What follows belongs to an exercise in optimizing a design on an open flow for small area, a short achievable clock period and few clock cycles per item; a production flow would make more cautious choices.
The RTL was checked by simulation tests, not by an equivalence proof against the original design.

old:
==> flow/design.v (excerpt) <==
module cm_estimator (
    input  wire               clk,
    input  wire               rst,
    input  wire               in_valid,
    output wire               in_ready,
    input  wire signed [26:0] in_data,
    input  wire               in_mapped,
    input  wire [1:0]         in_policy,
    output reg                out_valid,
    output reg                out_found,
    output reg                out_bad_policy,
    output reg  signed [26:0] out_value
);
For scale: ~9,800 cells after synthesis, ~110,000 um^2 of cells after synthesis.
clock: 20.0 ns
lec_check: 0
cap_margin: 50
core_margin: 2
core_utilization: 55
cts_cluster_diameter: 60
cts_cluster_size: 25
slew_margin: 70
standard.sh (not shown) runs the stock make flow with config.mk's settings and CLKGATE_MAP_FILE= SYNTH_SCRIPT=/design/flow/synth_recipe.tcl, a recipe that flattens the netlist after the stock synthesis.
==> flow/flow/run.sh <==
#!/bin/bash
# Own layout flow: the standard ORFS flow (standard.sh, unchanged
# synthesis, floorplan, power grid, placement, CTS and routing), except that
# the buffers ORFS puts on the input and output ports are buf_4 cells instead
# of the default choice (a slow delay buffer). All of the flow's output goes to
# flow_standard.log in this folder; ORFS's own per-step logs stay under orfs/logs.
set -euo pipefail
export BUFFER_PORTS_ARGS="-buffer_cell sky130_fd_sc_hd__buf_4"
bash standard.sh > flow_standard.log 2>&1
old reached the end of the flow, and the finished layout is clean on the timing, design-rule and antenna checks.
Testbench counts of old, summed over its fixed seeds: cycles 21,971, groups 320.
Relative to old, the following input files were edited for new:
- changing CORE_UTILIZATION from 55 to 40
==> results.txt <==
- STATUS run=new STAGES=ALL_DONE FINAL_CHECKS=FAILED CAUSE=antenna rules
- old → new: sequential portion of the cell area now sits lower, wire length now sits higher.


## oak
Another version of the RTL of cm_estimator (not shown whole).
Size: ~2,600 flip-flops, roughly 64 I/O pins.
clock: 20.0 ns
lec_check: 0
abc_area: 1
cap_margin: 50
core_margin: 2
core_utilization: 40
cts_cluster_diameter: 60
cts_cluster_size: 25
slew_margin: 70
Scripts as last shown in full above: flow/flow/run.sh
Testbench counts of oak, summed over its fixed seeds: cycles 21,971, groups 320.
The following lists how pine was set up differently from oak:
- removing ABC_AREA (formerly 1)
- changing CORE_UTILIZATION from 40 to 50
Results
A standard cell with the maximum stage delay on the critical path of sky130_fd_sc_hd__fa_1 is what pine shows, while sky130_fd_sc_hd__dfxtp_1 belongs to oak.
In the tables for oak and pine, first-iteration DRC count reads higher with oak.
pine ends up with a die extent in x that is about 11% lower than in oak.
In pine, the placed wire-length estimate came out about 14% below the value in oak.
Relative to pine, the following input files were edited for birch:
- CORE_UTILIZATION changed from 50 to 40
Findings:
- Going from pine to birch, flip-flop and latch count held steady; worst path setup slack after routing moved down.


Another version of the RTL of cm_estimator (not shown whole).
Size: ~9800 cells after synthesis, roughly 2700 flip-flops, ~64 I/O pins, roughly 0.11 mm^2 of cells after synthesis.
export LEC_CHECK = 0
export CAP_MARGIN = 50
export CORE_MARGIN = 2
export CORE_UTILIZATION = 45
export CTS_CLUSTER_DIAMETER = 65
export CTS_CLUSTER_SIZE = 30
export SLEW_MARGIN = 70
create_clock -name core_clock -period 20.0 [get_ports {clk}]
Scripts as last shown in full above: flow/flow/run.sh
Testbench counts at the start, summed over its fixed seeds: cycles 21,971, groups 320.
Then changed:
--- a/flow/config.mk
+++ b/flow/config.mk
@@ -6,8 +6,8 @@
 export NUM_CORES = 4
 export LEC_CHECK = 0
-export CAP_MARGIN = 50
+export CAP_MARGIN = 30
 export CORE_MARGIN = 2
 export CORE_UTILIZATION = 45
 export CTS_CLUSTER_DIAMETER = 65
 export CTS_CLUSTER_SIZE = 30
-export SLEW_MARGIN = 70
+export SLEW_MARGIN = 50
After rerunning: The new run finished with timing, DRC and antenna clean; final area came out lower by about 1.1%; critical path depth came out higher by 11; register-to-register slack is worse by 0.34 ns; area after synthesis does not change.


## try-garnet
Starting RTL as in the previous note.
==> flow/config.mk <==
export PLATFORM = sky130hd
export DESIGN_NAME = cm_estimator
export DESIGN_NICKNAME = cm_estimator
export VERILOG_FILES = /design/flow/design.v
export SDC_FILE = /design/flow/constraint.sdc
export NUM_CORES = 4
export LEC_CHECK = 0
export CAP_MARGIN = 30
export CORE_MARGIN = 2
export CORE_UTILIZATION = 45
export CTS_CLUSTER_DIAMETER = 60
export CTS_CLUSTER_SIZE = 25
export SLEW_MARGIN = 40
==> flow/constraint.sdc <==
create_clock -name core_clock -period 20.0 [get_ports {clk}]
set_input_delay 4.0000 -clock core_clock [delete_from_list [all_inputs] [get_ports {clk}]]
set_output_delay 4.0000 -clock core_clock [all_outputs]
set_load 0.01 [all_outputs]
Scripts as last shown in full above: flow/flow/run.sh
Testbench counts of try-garnet, summed over its fixed seeds: cycles 21,971, groups 320.
The inputs of try-quartz differ from those of try-garnet as listed below.
- a change of CAP_MARGIN from 30 to 40
- a change of SLEW_MARGIN from 40 to 60
## What came out
- On hold slack, the higher figure sits with try-garnet, not try-quartz.
- Relative to try-garnet, area occupied by multi-input gates has gone up in try-quartz.
- Setup slack is higher on try-quartz
- Compared try-garnet against try-quartz; cell count within noise.
Edits applied to the flow inputs when going from try-quartz to try-indigo:
- CAP_MARGIN now 50, was 40
- SLEW_MARGIN now 70, was 60
Results
try-indigo: full flow OK, the timing, design-rule and antenna checks passed. Looking at try-indigo and try-quartz, the met1 usage in global routing is a wash. try-indigo and try-quartz ended up with roughly the same share of the clock period used by the worst path. Diff try-quartz -> try-indigo: sequential share of layout area down 0.31 points, layout overhead on the synthesized area has increased, global-route usage did not really move, register area ~0 delta. Post-place instance area | try-indigo above try-quartz.

## what the ideal ports hide
In the flow no input, the clock included, has a driving cell. The finished layouts below were timed again as built, in two steps.
Step 1 assumes that a clkbuf_16 drives the clock port and a buf_2 every other input.
Step 2 times the ports against the registers' clock, not the clock port: input delays grow and output delays shrink by t, the midpoint of the rising clock arrivals with the driver on.
Slacks: ideal ports / drivers / drivers and shift; pairs: ideal ports / drivers.
run | t, ns | slack for setup (ns) | worst hold slack (ns) | slew at the worst register clock pin (ns) | pins driven straight from the clock port
old | 0.916 | 14.359 / 14.359 / 14.307 | 0.291 / 0.291 / 0.291 | 0.10 / 0.10 | 1
new | 0.950 | 14.527 / 14.424 / 14.171 | 0.281 / 0.281 / 0.281 | 0.10 / 0.10 | 1
oak | 0.967 | 14.441 / 14.337 / 14.525 | 0.271 / 0.271 / 0.271 | 0.09 / 0.09 | 1
pine | 0.914 | 14.457 / 14.457 / 14.297 | 0.293 / 0.293 / 0.293 | 0.10 / 0.10 | 1
birch | 0.943 | 14.442 / 14.442 / 14.219 | 0.303 / 0.303 / 0.303 | 0.10 / 0.10 | 1
the first run of note 3 | 0.943 | 14.498 / 14.411 / 14.294 | 0.288 / 0.288 / 0.288 | 0.11 / 0.11 | 1
the second run of note 3 | 0.942 | 14.517 / 14.462 / 13.955 | 0.302 / 0.302 / 0.302 | 0.11 / 0.11 | 1
try-garnet | 0.951 | 14.514 / 14.427 / 13.731 | 0.276 / 0.276 / 0.276 | 0.10 / 0.10 | 1
try-quartz | 0.946 | 14.518 / 14.432 / 13.940 | 0.268 / 0.268 / 0.268 | 0.09 / 0.09 | 1
try-indigo | 0.947 | 14.494 / 14.405 / 14.314 | 0.259 / 0.259 / 0.259 | 0.10 / 0.10 | 1
For try-garnet, which loses most, drivers alone change the setup slack by -0.087 ns; drivers and shift together by -0.783 ns.
